Background: an optimization exercise with open tools, aiming at small area. Do not read the settings as production practice.
RTL that was checked went through simulation tests only; none was proved equivalent to the original.
Power and IR drop assume default switching activity.

==> job 7086 <==
Design bcs, start of the top module:
module bcs (
    input  wire       clk,
    input  wire       rst,           
    input  wire       we,
    input  wire [4:0] addr,
    input  wire [7:0] wdata,
    output reg  [7:0] rdata,
    input  wire       push_valid,
    input  wire [7:0] push_data,
    output wire       push_ready,
    output wire       pop_valid,
    output wire [7:0] pop_data,
    input  wire       pop_ready
);
clock: 6.0 ns
lec_check: 0
cap_margin: 10
core_margin: 2
core_utilization: 60
cts_buf_list: sky130_fd_sc_hd__clkbuf_8
cts_cluster_diameter: 50
cts_cluster_size: 16
place_density: 0.75
slew_margin: 10
run.sh (not shown) runs the stock make flow with config.mk's settings and CLKGATE_MAP_FILE= SYNTH_SCRIPT=/design/flow/synth_recipe.tcl, a recipe that flattens the netlist after the stock synthesis.
==> job 3106 (differences from job 7086) <==
--- a/flow/design.v
+++ b/flow/design.v
@@ -34,28 +34,29 @@
     reg        op_enc;       
     reg        op_hblk;      
     reg [7:0]  outbuf;
     reg        outvld;
     reg        done;
     reg [4:0]   cnt;
     reg [135:0] sd;
+    reg [4:0]   nthr;        
     wire [31:0] remain = {sd[26:0], cnt};
     wire [7:0]  w_flag = sd[39:32];
     wire busy  = (phase != PH_IDLE) || outvld;
     wire inrdy = (phase == PH_PAYLOAD) && op_enc && !outvld;
     wire [7:0] status = {phase, outvld, inrdy, (errcode != 2'd0), done, busy};
     assign push_ready = inrdy;
     assign pop_valid  = outvld;
     assign pop_data   = outbuf;
     reg [7:0] packed_hdr [0:16];
     integer k;
     always @(*) begin
         packed_hdr[0] = htype;
         for (k = 0; k < 10; k = k + 1)
-            packed_hdr[1 + k] = (k < namelen) ? name[k] : 8'h20;
+            packed_hdr[1 + k] = name[k];
         packed_hdr[11] = hdlen[7:0];
         packed_hdr[12] = hdlen[15:8];
         packed_hdr[13] = hparam1[7:0];
         packed_hdr[14] = hparam1[15:8];
         packed_hdr[15] = hparam2[7:0];
         packed_hdr[16] = hparam2[15:8];
     end
@@ -63,15 +64,18 @@
     always @(*) begin
         hdr_load[7:0]     = packed_hdr[1];
         hdr_load[135:128] = packed_hdr[0];
         for (k = 1; k < 16; k = k + 1)
             hdr_load[8*k +: 8] = packed_hdr[17 - k];
     end
     wire [7:0] slot_lo  = sd[{cnt[3:0], 3'b000} +: 8];
-    wire [7:0] hdr_byte = (cnt[4] && cnt[0]) ? sd[135:128] : slot_lo;
+    wire [7:0] hdr_raw  = (cnt[4] && cnt[0]) ? sd[135:128] : slot_lo;
+    wire       name_pos = (cnt <= 5'd16) && (cnt >= 5'd7);
+    wire       name_pad = name_pos && (cnt < nthr);
+    wire [7:0] hdr_byte = name_pad ? 8'h20 : hdr_raw;
     wire [3:0] name_sel = addr[3:0] - 4'h2;
     always @(*) begin
         case (addr)
             5'h01: rdata = status;
             5'h02: rdata = {6'b0, errcode};
             5'h03: rdata = {7'b0, ovfchk};
             5'h04: rdata = flag;
@@ -164,16 +168,17 @@
     end endgenerate
     wire [31:0] remain_dec = remain ^ rz;
     always @(posedge clk) begin
         if (acc_enc) begin
             {sd[26:0], cnt} <= plen;
             sd[39:32]       <= flag;
         end else if (acc_hdr || acc_hblk) begin
-            sd  <= hdr_load;
-            cnt <= 5'd17;
+            sd   <= hdr_load;
+            cnt  <= 5'd17;
+            nthr <= (namelen >= 8'd10) ? 5'd7 : 5'd17 - {1'b0, namelen[3:0]};
         end else if (step_hdr || step_enc) begin
             {sd[26:0], cnt} <= remain_dec;
         end
     end
     reg [7:0] emit_byte;
     always @(*) begin
         case (phase)
==> flow/flow/run.sh (new file) <==
#!/bin/bash
# Layout flow: the standard flow, with
#  - the standard synthesis unchanged, then its combinational logic mapped
#    again by ABC with an area-oriented script (flow/area.abc); every
#    register instance of the standard synthesis is kept as it is (same
#    name and cell), only the logic between registers and ports is remapped;
#  - port buffers of the smallest buffer cell (buf_1); every port is still
#    buffered;
#  - CTS onto clkbuf_4 leaf buffers without dummy loads.
# Each tool's output goes to its own log file in this folder.
set -euo pipefail
here=$(pwd)
res=$here/orfs/results/$FLOW_PLATFORM/bcs/base
lib=$FLOW_HOME/platforms/sky130hd/lib/sky130_fd_sc_hd__tt_025C_1v80.lib
yosys_bin=$FLOW_HOME/../tools/install/yosys/bin/yosys
[[ -x $yosys_bin ]] || yosys_bin=yosys

export BUFFER_PORTS_ARGS="-buffer_cell sky130_fd_sc_hd__buf_1"
export CTS_ARGS="-sink_clustering_enable -repair_clock_nets -sink_clustering_size 10 -sink_clustering_max_diameter 40 -buf_list sky130_fd_sc_hd__clkbuf_4 -dont_use_dummy_load"

# 1. standard synthesis
bash standard.sh "$res/1_2_yosys.v" > standard_synth.log 2>&1
cp "$res/1_2_yosys.v" "$here/standard_1_2_yosys.v"

# 2. remap the combinational logic; registers stay black boxes
du=""
while read -r c; do [[ -n $c ]] && du="$du -dont_use $c"; done < flow/dont_use.txt
seq_cells=$(grep -oE 'sky130_fd_sc_hd__[a-z0-9_]*(df|dl)[a-z0-9_]*' "$here/standard_1_2_yosys.v" | sort -u | tr '\n' ' ')
cat > resyn.ys <<EOS
read_liberty -ignore_miss_func $lib
setattr -mod -set keep_hierarchy 1 $seq_cells
setattr -mod -set blackbox 1 $seq_cells
read_verilog $here/standard_1_2_yosys.v
hierarchy -top $FLOW_TOP
flatten
hierarchy -top $FLOW_TOP
opt -full
abc -liberty $lib $du -script $here/flow/area.abc
splitnets
opt_clean -purge
hilomap -singleton -hicell sky130_fd_sc_hd__conb_1 HI -locell sky130_fd_sc_hd__conb_1 LO
insbuf -buf sky130_fd_sc_hd__buf_4 A X
stat -liberty $lib
read_liberty -lib -ignore_miss_func -ignore_redef $lib
check -assert
write_verilog -noattr -nohex -nodec $here/resyn_1_2_yosys.v
EOS
"$yosys_bin" -l resyn_yosys.log -q -s resyn.ys > /dev/null 2>&1
cp "$here/resyn_1_2_yosys.v" "$res/1_2_yosys.v"

# 3. the rest of the standard flow on the remapped netlist
bash standard.sh finish > standard_flow.log 2>&1
==> flow/flow/area.abc (new file) <==
strash
&get -n
&syn2
&dch -f
&nf -a -R 1000
&put
mfs2
strash
&get -n
&dch -f
&nf -a -R 1000
&put
mfs2
strash
&get -n
&dch -f
&nf -a -R 1000
&put
mfs2
strash
&get -n
&dch -f
&nf -a -R 1000
&put
mfs2
strash
&get -n
&dch -f
&nf -a -R 1000
&put
topo
stime -c
==> flow/flow/dont_use.txt (new file) <==
sky130_fd_sc_hd__lpflow_bleeder_1
sky130_fd_sc_hd__lpflow_clkbufkapwr_1
sky130_fd_sc_hd__lpflow_clkbufkapwr_16
sky130_fd_sc_hd__lpflow_clkbufkapwr_2
sky130_fd_sc_hd__lpflow_clkbufkapwr_4
sky130_fd_sc_hd__lpflow_clkbufkapwr_8
sky130_fd_sc_hd__lpflow_clkinvkapwr_1
sky130_fd_sc_hd__lpflow_clkinvkapwr_16
sky130_fd_sc_hd__lpflow_clkinvkapwr_2
sky130_fd_sc_hd__lpflow_clkinvkapwr_4
sky130_fd_sc_hd__lpflow_clkinvkapwr_8
sky130_fd_sc_hd__lpflow_decapkapwr_12
sky130_fd_sc_hd__lpflow_decapkapwr_3
sky130_fd_sc_hd__lpflow_decapkapwr_4
sky130_fd_sc_hd__lpflow_decapkapwr_6
sky130_fd_sc_hd__lpflow_decapkapwr_8
sky130_fd_sc_hd__lpflow_inputiso0n_1
sky130_fd_sc_hd__lpflow_inputiso0p_1
sky130_fd_sc_hd__lpflow_inputiso1n_1
sky130_fd_sc_hd__lpflow_inputiso1p_1
sky130_fd_sc_hd__lpflow_inputisolatch_1
sky130_fd_sc_hd__lpflow_isobufsrc_1
sky130_fd_sc_hd__lpflow_isobufsrc_16
sky130_fd_sc_hd__lpflow_isobufsrc_2
sky130_fd_sc_hd__lpflow_isobufsrc_4
sky130_fd_sc_hd__lpflow_isobufsrc_8
sky130_fd_sc_hd__lpflow_isobufsrckapwr_16
sky130_fd_sc_hd__lpflow_lsbuf_lh_hl_isowell_tap_1
sky130_fd_sc_hd__lpflow_lsbuf_lh_hl_isowell_tap_2
sky130_fd_sc_hd__lpflow_lsbuf_lh_hl_isowell_tap_4
sky130_fd_sc_hd__lpflow_lsbuf_lh_isowell_4
sky130_fd_sc_hd__lpflow_lsbuf_lh_isowell_tap_1
sky130_fd_sc_hd__lpflow_lsbuf_lh_isowell_tap_2
sky130_fd_sc_hd__lpflow_lsbuf_lh_isowell_tap_4
sky130_fd_sc_hd__probe_p_8
sky130_fd_sc_hd__probec_p_8
==> flow/standard.sh (new file) <==
#!/bin/bash
# synth_recipe.tcl (not shown) runs the flow's synth.tcl, then flattens the netlist and writes it again
# the make line also repeats each setting of config.mk as NAME=value (left out here)
make -C /OpenROAD-flow-scripts/flow DESIGN_CONFIG=/design/flow/config.mk WORK_HOME=/design/flow/orfs CLKGATE_MAP_FILE= SYNTH_SCRIPT=/design/flow/synth_recipe.tcl "${@:-finish}"
Settings changed: CORE_UTILIZATION 60 to 70, CTS_BUF_LIST sky130_fd_sc_hd__clkbuf_8 to default, CTS_CLUSTER_DIAMETER 50 to default, CTS_CLUSTER_SIZE 16 to default, PLACE_DENSITY 0.75 to 0.85.
removed: flow/run.sh
==> job 2906 (differences from job 7086) <==
==> flow/flow/run.sh (new file) <==
#!/bin/bash
# Layout flow: the standard flow (standard synthesis, floorplan, power
# grid, placement, CTS, routing), with two layout choices passed to the ORFS
# scripts through their environment variables:
#  - port buffers use the smallest buffer cell (buf_1) instead of the
#    default pick (clkdlybuf4s50_1); every port is still buffered;
#  - CTS clusters the registers onto clkbuf_8 leaf buffers and inserts no
#    dummy loads.
set -euo pipefail
export BUFFER_PORTS_ARGS="-buffer_cell sky130_fd_sc_hd__buf_1"
export CTS_ARGS="-sink_clustering_enable -repair_clock_nets -sink_clustering_size 16 -sink_clustering_max_diameter 50 -buf_list sky130_fd_sc_hd__clkbuf_8 -dont_use_dummy_load"
bash standard.sh finish > standard_flow.log 2>&1
==> flow/standard.sh (new file) <==
#!/bin/bash
# synth_recipe.tcl (not shown) runs the flow's synth.tcl, then flattens the netlist and writes it again
# the make line also repeats each setting of config.mk as NAME=value (left out here)
make -C /OpenROAD-flow-scripts/flow DESIGN_CONFIG=/design/flow/config.mk WORK_HOME=/design/flow/orfs CLKGATE_MAP_FILE= SYNTH_SCRIPT=/design/flow/synth_recipe.tcl "${@:-finish}"
removed: flow/run.sh
==> notes <==
The highest count of clock-buffer cells in the layout belongs to job 3106, the lowest to job 7086. Between job 2906 and job 3106, the lower die area is in job 3106 (gap about 27%, measured against job 3106). In sequential power, job 7086 and job 2906 hardly differ. Between job 2906 and job 7086, the lower worst hold slack is in job 2906 (gap 0.0082 ns).
The RTL of job 7086 and job 2906 was laid out without a check of its function.

what the ideal ports hide:
In the flow no input, the clock included, has a driving cell. The finished layouts below were timed again as built, in two steps. Step 1 sets driving cells, clkbuf_16 on the clock port and buf_2 on the other inputs (assumed; they add their load-dependent delay and slew). Step 2 moves the port delays by t, midway between the first and last clock arrival at a register: inputs arrive t later, outputs are due t later. That takes back most of the time a late clock gives input paths. a / b / c = ideal ports / drivers / drivers and shift; a / b = the first two.
| run | t (ns) | setup slack, ns | pins driven straight from the clock port |
|---|---|---|---|
| job 7086 | 0.627 | 0.309 / 0.309 / 0.309 | 1 |
| job 3106 | 0.729 | 0.846 / 0.825 / 0.825 | 1 |
| job 2906 | 0.587 | 0.284 / 0.284 / 0.284 | 1 |
After both steps setup and hold are still met in every run listed. For job 3106, which loses most, drivers alone change the setup slack by -0.021 ns; drivers and shift together by -0.021 ns.
